What follows belongs to an exercise in optimizing a design on an open flow for small area, a short achievable clock period and few clock cycles per item; a production flow would make more cautious choices.
Function was checked by simulation only, so behaviour that the tests miss may differ from the original.
No activity file was given, so power comes from the tool's default toggle rates.

Design qb3_core, start of the top module:
module qb3_core (
    input  wire        clk,
    input  wire        rst,
    input  wire        req_valid,
    output reg         req_ready,
    input  wire [31:0] req_word,
    output reg         rsp_valid,
    input  wire        rsp_ready,
    output reg  [31:0] rsp_word0,
    output reg  [31:0] rsp_word1
);
export LEC_CHECK = 0
export ABC_AREA = 1
export CAP_MARGIN = 20
export CORE_MARGIN = 2
export CORE_UTILIZATION = 45
export PLACE_DENSITY = 0.65
export SLEW_MARGIN = 20
create_clock -name core_clock -period 11.0 [get_ports {clk}]
standard.sh (not shown) runs the stock make flow with config.mk's settings and CLKGATE_MAP_FILE= SYNTH_SCRIPT=/design/flow/synth_recipe.tcl, a recipe that flattens the netlist after the stock synthesis.
==> flow/flow/run.sh <==
#!/bin/bash
# Layout flow: the standard flow, unchanged synthesis, then the
# standard ORFS steps with port buffers of a plain buffer cell and a
# setup target tighter than the clock, so repair_timing works on the
# critical paths. Each step's output goes to its own log here.
set -euo pipefail
MARGIN=${MARGIN:-7.6}
bash standard.sh synth > synth.log 2>&1
bash standard.sh \
    "BUFFER_PORTS_ARGS=-buffer_cell sky130_fd_sc_hd__buf_2" \
    "SETUP_SLACK_MARGIN=$MARGIN" \
    "MATCH_CELL_FOOTPRINT=0" \
    finish > layout.log 2>&1
The starting point produced a clean layout.
Testbench counts at the start, summed over its fixed seeds: cycles 32,016, items 32,000.
Change:
- CORE_UTILIZATION: 45 -> 30
- PLACE_DENSITY: 0.65 -> 0.5
Effect: Power decreases by 0.91%. Register-to-register slack gets worse by 80 ps. Final area increases by 0.31%. Synthesized cell count is unchanged. Final cell count increases by 8.4%. First-iteration DRC count increases by 6.6%. Non-clock buffer count decreases by 5. Fmax decreases by 2.3%. Sequential share of layout area barely changes.
Change:
--- a/flow/flow/run.sh
+++ b/flow/flow/run.sh
@@ -7 +7 @@
-MARGIN=${MARGIN:-7.6}
+MARGIN=${MARGIN:-8.0}
Effect: Clock-buffer cell count stays the same; utilization rose by 5.9 points; synthesized area does not change; hold slack is about the same; design area rose by about 16%.
Change:
- ABC_AREA: 1 -> not set
Synthesized cell count came out lower by 12%.
Total power came out lower by 0.71%.
Wire length came out higher by 11%.
Design area came out higher by about 4%.
Synthesized area came out higher by about 8%.
Clock-buffer cell count is unchanged.
Utilization came out lower by 2.0 points.
Final cell count came out lower by about 10%.
Clock skew came out lower by 8.0 ps.
First-iteration DRC count came out lower by 8.4%.
Die area came out higher by about 8%.

* * *

Setup of north:
The RTL this note starts from:
==> flow/design.v <==
module qb3_respond (
    input  wire [31:0] req,
    output wire [31:0] word0,
    output wire [31:0] word1
);
    wire [3:0]  op  = req[31:28];
    wire [3:0]  r   = req[27:24];
    wire [4:0]  bw  = req[23:19];
    wire        rsv = |req[18:17];
    wire [16:0] d   = req[16:0];
    function [15:0] onehot16;
        input [3:0] v;
        integer i;
        begin
            for (i = 0; i < 16; i = i + 1)
                onehot16[i] = (v == i);
        end
    endfunction
    function [15:0] below16;
        input [15:0] oh;
        integer i;
        begin
            below16[15] = 1'b0;
            for (i = 14; i >= 0; i = i - 1)
                below16[i] = below16[i + 1] | oh[i + 1];
        end
    endfunction
    wire [15:0] opd = onehot16(op);
    wire op_mse  = opd[1];
    wire op_msd  = opd[2];
    wire op_cwe  = opd[3];
    wire op_cwd  = opd[4];
    wire op_enc  = opd[5];
    wire op_dec  = opd[6];
    wire op_swe  = opd[7];
    wire op_swd  = opd[8];
    wire op_cwd2 = opd[9];
    wire op_dec2 = opd[10];
    wire op_tbe  = opd[11];
    wire op_tbd  = opd[12];
    wire op_bad  = opd[0] | opd[13] | opd[14] | opd[15];
    wire [15:0] eq = onehot16(r);
    wire [15:0] lt = below16(eq);
    wire [16:0] gt = {1'b1, ~(lt | eq)};
    wire        r0 = eq[0];
    wire        s   = d[16];
    wire [15:0] x   = d[15:0] ^ {16{s}};
    wire [16:0] mse = {x, s};                           
    wire [16:0] msd = {d[0], d[16:1] ^ {16{d[0]}}};     
    wire [15:0] bw_lt  = below16(onehot16(bw[3:0]));
    wire        bw_big = bw[4] & |bw[3:0];
    wire        w_bad  = !bw[4] & |(x & ~bw_lt);
    wire [16:0] m      = op_enc ? mse : d;
    wire        e_rng  = op_enc ? |(x & ~lt) : |(d & gt);    
    wire        e_long = |(m[15:0] & eq);                    
    wire        e_mid  = |(m[14:0] & eq[15:1]);              
    wire [16:0] e_bits = r0     ? m :
                         e_long ? {m[14:0] & lt[14:0], 2'b11} :
                         e_mid  ? {m[14:0] & lt[15:1], 2'b01} :
                                  {m[15:0], 1'b0};
    wire [1:0]  e_k    = r0 ? 2'd1 : e_long ? 2'd2 : e_mid ? 2'd1 : 2'd0;
    wire        d_long = d[0] & d[1];
    wire        d_mid  = d[0] & !d[1];
    wire [15:0] d_val  = r0     ? {15'd0, d[0]} :
                         d_long ? (({1'b0, d[16:2]} & lt) | eq) :
                         d_mid  ? (({1'b0, d[16:2]} & {1'b0, lt[15:1]}) | {1'b0, eq[15:1]}) :
                                  (d[16:1] & {1'b0, lt[15:1]});
    wire [1:0]  d_k    = r0 ? 2'd1 : d_long ? 2'd2 : d_mid ? 2'd1 : 2'd0;
    wire        use_e  = op_cwe | op_enc | op_tbe;
    wire [1:0]  k      = use_e ? e_k : d_k;
    wire [4:0]  len_rk = {1'b0, r} + {3'd0, k};
    wire [16:0] dec_ms = {d_val[0], 1'b0, d_val[15:1]} ^ {1'b0, {16{d_val[0]}}};
    wire [2:0]  l1 = len_rk[2:0];                  
    wire [3:0]  w2 = d[7:0] >> l1;
    wire        r1 = !r[1];
    reg  [2:0]  v2;
    reg  [2:0]  l2;
    always @* begin
        if (!w2[0]) begin
            v2 = r1 ? 3'd0 : {2'd0, w2[1]};
            l2 = r1 ? 3'd1 : 3'd2;
        end else if (!w2[1]) begin
            v2 = r1 ? 3'd1 : {2'b01, w2[2]};
            l2 = r1 ? 3'd2 : 3'd3;
        end else begin
            v2 = r1 ? {2'b01, w2[2]} : {1'b1, w2[3:2]};
            l2 = r1 ? 3'd3 : 3'd4;
        end
    end
    wire [16:0] v2_ms = {{15{v2[0]}}, v2[2:1] ^ {2{v2[0]}}};
    wire        u_bad  = !(eq[3] | eq[4] | eq[5] | eq[6]);
    wire [5:0]  u_max  = lt[5:0];                  
    wire        sw_rng = |(x & ~{1'b0, lt[15:1]});  
    wire        d_zero = ~|d;
    wire [5:0]  sm_f    = (mse[5:0] == u_max) ? 6'd0 : mse[5:0];
    wire        se_long = |(sm_f & eq[6:1]);        
    wire        se_mid  = |(sm_f & eq[7:2]);        
    wire [7:0]  se_bits = se_long ? {sm_f[4:0] & lt[5:1], 3'b111} :
                          se_mid  ? {sm_f[4:0] & lt[6:2], 3'b011} :
                                    {sm_f, 2'b01};
    wire [1:0]  se_k    = se_long ? 2'd2 : se_mid ? 2'd1 : 2'd0;
    wire        sd_long = d[1] & d[2];
    wire        sd_mid  = d[1] & !d[2];
    wire [5:0]  sd_v    = sd_long ? ((d[8:3] & lt[6:1]) | eq[6:1]) :
                          sd_mid  ? ((d[8:3] & lt[7:2]) | eq[7:2]) :
                                    (d[7:2] & lt[7:2]);
    wire [1:0]  sd_k    = sd_long ? 2'd2 : sd_mid ? 2'd1 : 2'd0;
    wire        sd_rsvd = (sd_v == u_max);
    wire [5:0]  sd_m    = (sd_v == 6'd0) ? u_max : sd_v;
    wire [16:0] sd_ms   = {{12{sd_m[0]}}, sd_m[5:1] ^ {5{sd_m[0]}}};
    wire [4:0]  sw_len  = {1'b0, r} + {3'd0, (op_swe ? se_k : sd_k)};   
    wire r_hi11 = |eq[15:12];                        
    wire tbe_pack = !r0 & (e_long ? (r_hi11 | eq[11]) :
                           e_mid  ? r_hi11 :
                                    (r_hi11 & !eq[12]));    
    reg  [3:0]  status;
    always @* begin
        status = 4'd0;
        if (rsv || op_bad)
            status = 4'd1;
        else if ((op_mse || op_enc) && bw_big)
            status = 4'd3;
        else if ((op_mse || op_enc) && w_bad)
            status = 4'd4;
        else if ((op_enc || op_cwe || op_tbe) && e_rng)
            status = 4'd5;
        else if (op_tbd && |(d[16:1] & gt[15:0]))
            status = 4'd5;
        else if ((op_swe || op_swd) && u_bad)
            status = 4'd6;
        else if (op_swe && sw_rng)
            status = 4'd7;
        else if (op_swd && d[0] && sd_rsvd)
            status = 4'd8;
        else if ((op_cwd2 || op_dec2) && !(eq[1] || eq[2]))
            status = 4'd2;
        else if (op_tbe && tbe_pack)
            status = 4'd9;
        else if (op_tbd && r_hi11)
            status = 4'd9;
    end
    wire ok = (status == 4'd0);
    reg  [16:0] data0, data1;
    reg  [4:0]  len;
    reg         nc;
    always @* begin
        data0 = 17'd0;
        data1 = 17'd0;
        len   = 5'd0;
        nc    = 1'b0;
        case (1'b1)
            op_mse: data0 = mse;
            op_msd: data0 = msd;
            op_cwe | op_enc: begin data0 = e_bits; len = len_rk; end
            op_cwd: begin data0 = {1'b0, d_val}; len = len_rk; end
            op_dec: begin data0 = dec_ms; len = len_rk; end
            op_swe: begin
                if (d_zero) begin len = 5'd1; nc = 1'b1; end
                else begin data0 = {9'd0, se_bits}; len = sw_len; end
            end
            op_swd: begin
                if (!d[0]) begin len = 5'd1; nc = 1'b1; end
                else begin data0 = sd_ms; len = sw_len; end
            end
            op_cwd2: begin
                data0 = {1'b0, d_val};
                data1 = {14'd0, v2};
                len   = len_rk + {2'd0, l2};
            end
            op_dec2: begin
                data0 = dec_ms;
                data1 = v2_ms;
                len   = len_rk + {2'd0, l2};
            end
            op_tbe: data0 = {1'b0, len_rk[3:0], e_bits[11:0]};
            op_tbd: data0 = {3'b0, k, d_val[11:0]};
            default: ;
        endcase
        if (!ok) begin
            data0 = 17'd0;
            data1 = 17'd0;
            len   = 5'd0;
            nc    = 1'b0;
        end
    end
    assign word0 = {5'd0, status, nc, len, data0};
    assign word1 = {15'd0, data1};
endmodule
module qb3_core (
    input  wire        clk,
    input  wire        rst,
    input  wire        req_valid,
    output reg         req_ready,
    input  wire [31:0] req_word,
    output reg         rsp_valid,
    input  wire        rsp_ready,
    output reg  [31:0] rsp_word0,
    output reg  [31:0] rsp_word1
);
    reg  [31:0] in_q;
    reg         in_v;
    reg  [31:0] sk_q;
    reg         sk_v;
    wire [31:0] cur = sk_v ? sk_q : in_q;
    wire        cur_v = sk_v | in_v;
    wire [31:0] next_word0, next_word1;
    qb3_respond u_respond (
        .req   (cur),
        .word0 (next_word0),
        .word1 (next_word1)
    );
    wire out_free = !rsp_valid || rsp_ready;
    always @(posedge clk) begin
        if (req_ready)
            in_q <= req_word;
        if (!sk_v)
            sk_q <= in_q;
        if (out_free) begin
            rsp_word0 <= next_word0;
            rsp_word1 <= next_word1;
        end
    end
    reg in_v_n, sk_v_n;
    always @* begin
        if (sk_v) begin
            sk_v_n = !out_free;
            in_v_n = in_v;
        end else begin
            sk_v_n = in_v && !out_free;
            in_v_n = 1'b0;
        end
        if (req_ready)
            in_v_n = req_valid;
    end
    always @(posedge clk) begin
        if (rst) begin
            in_v      <= 1'b0;
            sk_v      <= 1'b0;
            rsp_valid <= 1'b0;
            req_ready <= 1'b1;
        end else begin
            in_v      <= in_v_n;
            sk_v      <= sk_v_n;
            if (out_free)
                rsp_valid <= cur_v;
            req_ready <= !(sk_v_n && in_v_n);
        end
    end
endmodule
Settings: LEC_CHECK=0, CAP_MARGIN=20, CORE_MARGIN=2, CORE_UTILIZATION=30, PLACE_DENSITY=0.5, SETUP_SLACK_MARGIN=5, SLEW_MARGIN=20; clock period 11.0 ns.
run.sh (not shown) runs the stock make flow with config.mk's settings and CLKGATE_MAP_FILE= SYNTH_SCRIPT=/design/flow/synth_recipe.tcl, a recipe that flattens the netlist after the stock synthesis.
Stock flow here: none of the scripts above is used.
Testbench counts of north, summed over its fixed seeds: cycles 32,016, items 32,000.
Here is what was changed in the inputs of south compared with north.
Settings: removing SETUP_SLACK_MARGIN (formerly 5); setting ABC_CLOCK_PERIOD_IN_PS to 2500 for the first time.
==> run notes <==
Between north and south, the flow reports routed wire length decreasing by a few percent.
On worst hold-check slack, north and south are basically level.
Looking at peak clock frequency supported by timing across north and south, the one that comes out higher is north.
Of north and south, the lower post-CTS setup buffer count belongs to south.
Re share of cell area taken by multi-input logic gates: north was lower than south.
Inputs modified between south and east:
Settings: ABC_CLOCK_PERIOD_IN_PS no longer set, was 2500.
Comparing east against south, there is no change at all in mapped cell area. Re buffer levels on the longest clock path: no difference whatsoever between south and east. Worst setup slack came out exactly the same in south and east. Between south and east, the number of vias per cell after detailed routing figures differ only marginally. Maximum fanout along the worst path: east vs south identical. As far as register bit count reported by yosys is concerned, east and south perform about the same.
> inputs changed (east -> west)
==> flow/flow/run.sh (new file) <==
#!/bin/bash
# Layout flow: the standard flow, unchanged synthesis, then the
# standard ORFS steps with port buffers of a plain buffer cell and a
# setup target tighter than the clock, so repair_timing works on the
# critical paths. Each step's output goes to its own log here.
set -euo pipefail
MARGIN=${MARGIN:-7.5}
bash standard.sh synth > synth.log 2>&1
bash standard.sh \
    "BUFFER_PORTS_ARGS=-buffer_cell sky130_fd_sc_hd__buf_2" \
    "SETUP_SLACK_MARGIN=$MARGIN" \
    "MATCH_CELL_FOOTPRINT=0" \
    finish > layout.log 2>&1
==> flow/standard.sh (new file) <==
#!/bin/bash
# synth_recipe.tcl (not shown) runs the flow's synth.tcl, then flattens the netlist and writes it again
# the make line also repeats each setting of config.mk as NAME=value (left out here)
make -C /OpenROAD-flow-scripts/flow DESIGN_CONFIG=/design/flow/config.mk WORK_HOME=/design/flow/orfs CLKGATE_MAP_FILE= SYNTH_SCRIPT=/design/flow/synth_recipe.tcl "${@:-finish}"
removed: flow/run.sh
==> run notes <==
- | routability congestion estimate from global placement | west vs east | about 2.5% higher |
- Re share of the cycle needed by the critical path after routing: west and east aren't equal, and the higher value belongs to east.
- west vs east — first-pass GRT wire length rose 4.5%.
- west ends up with lower sequential portion of the cell area than east does.
- Looking at power density over the cells, west sits 1.9 nW/um^2 below east.
- Met1 layer usage reported by global route, west and east: larger value in west
- Critical-path maximum fanout was lower in the run labelled west.
- | clock network contribution to total cell area | west vs east | 0.27 points lower |
- Core utilization in west is 4.0 points higher than in east
- Compared with east, west shows a multi-input gate share of total cell area that is 0.53 points higher.

## static timing again, ports no longer ideal
Ports are ideal in the flow. The routed layouts listed here were re-timed in OpenROAD.
Step 1 (the two cells are an assumption about what drives the block):
set clk [get_ports {clk}]
set_driving_cell -lib_cell sky130_fd_sc_hd__clkbuf_16 $clk
set_driving_cell -lib_cell sky130_fd_sc_hd__buf_2 [delete_from_list [all_inputs] $clk]
Step 2 times the ports against the registers' clock, not the clock port: input delays grow and output delays shrink by t, the midpoint of the rising clock arrivals with the driver on.
a / b / c = ideal ports / drivers / drivers and shift; a / b = the first two.
run	shift t [ns]	slack for setup (ns)	clock arrival spread, ns	cell pins on the clock port's net
the first run of note 1	0.411	7.638 / 7.638 / 7.457	0.014 / 0.013	1
the second run of note 1	0.397	7.558 / 7.558 / 7.455	0.019 / 0.019	1
the third run of note 1	0.410	7.760 / 7.713 / 7.743	0.018 / 0.018	1
the fourth run of note 1	0.412	7.391 / 7.391 / 7.391	0.010 / 0.010	1
north	0.443	5.009 / 5.009 / 5.009	0.021 / 0.021	1
south	0.450	3.332 / 3.332 / 3.332	0.022 / 0.022	1
east	0.450	3.332 / 3.332 / 3.332	0.022 / 0.022	1
west	0.444	5.083 / 5.083 / 5.083	0.017 / 0.017	1
After both steps every run listed still meets setup and hold. The setup slack of the first run of note 1, which loses most, moves by 0.000 ns with the drivers and by -0.181 ns with both steps.
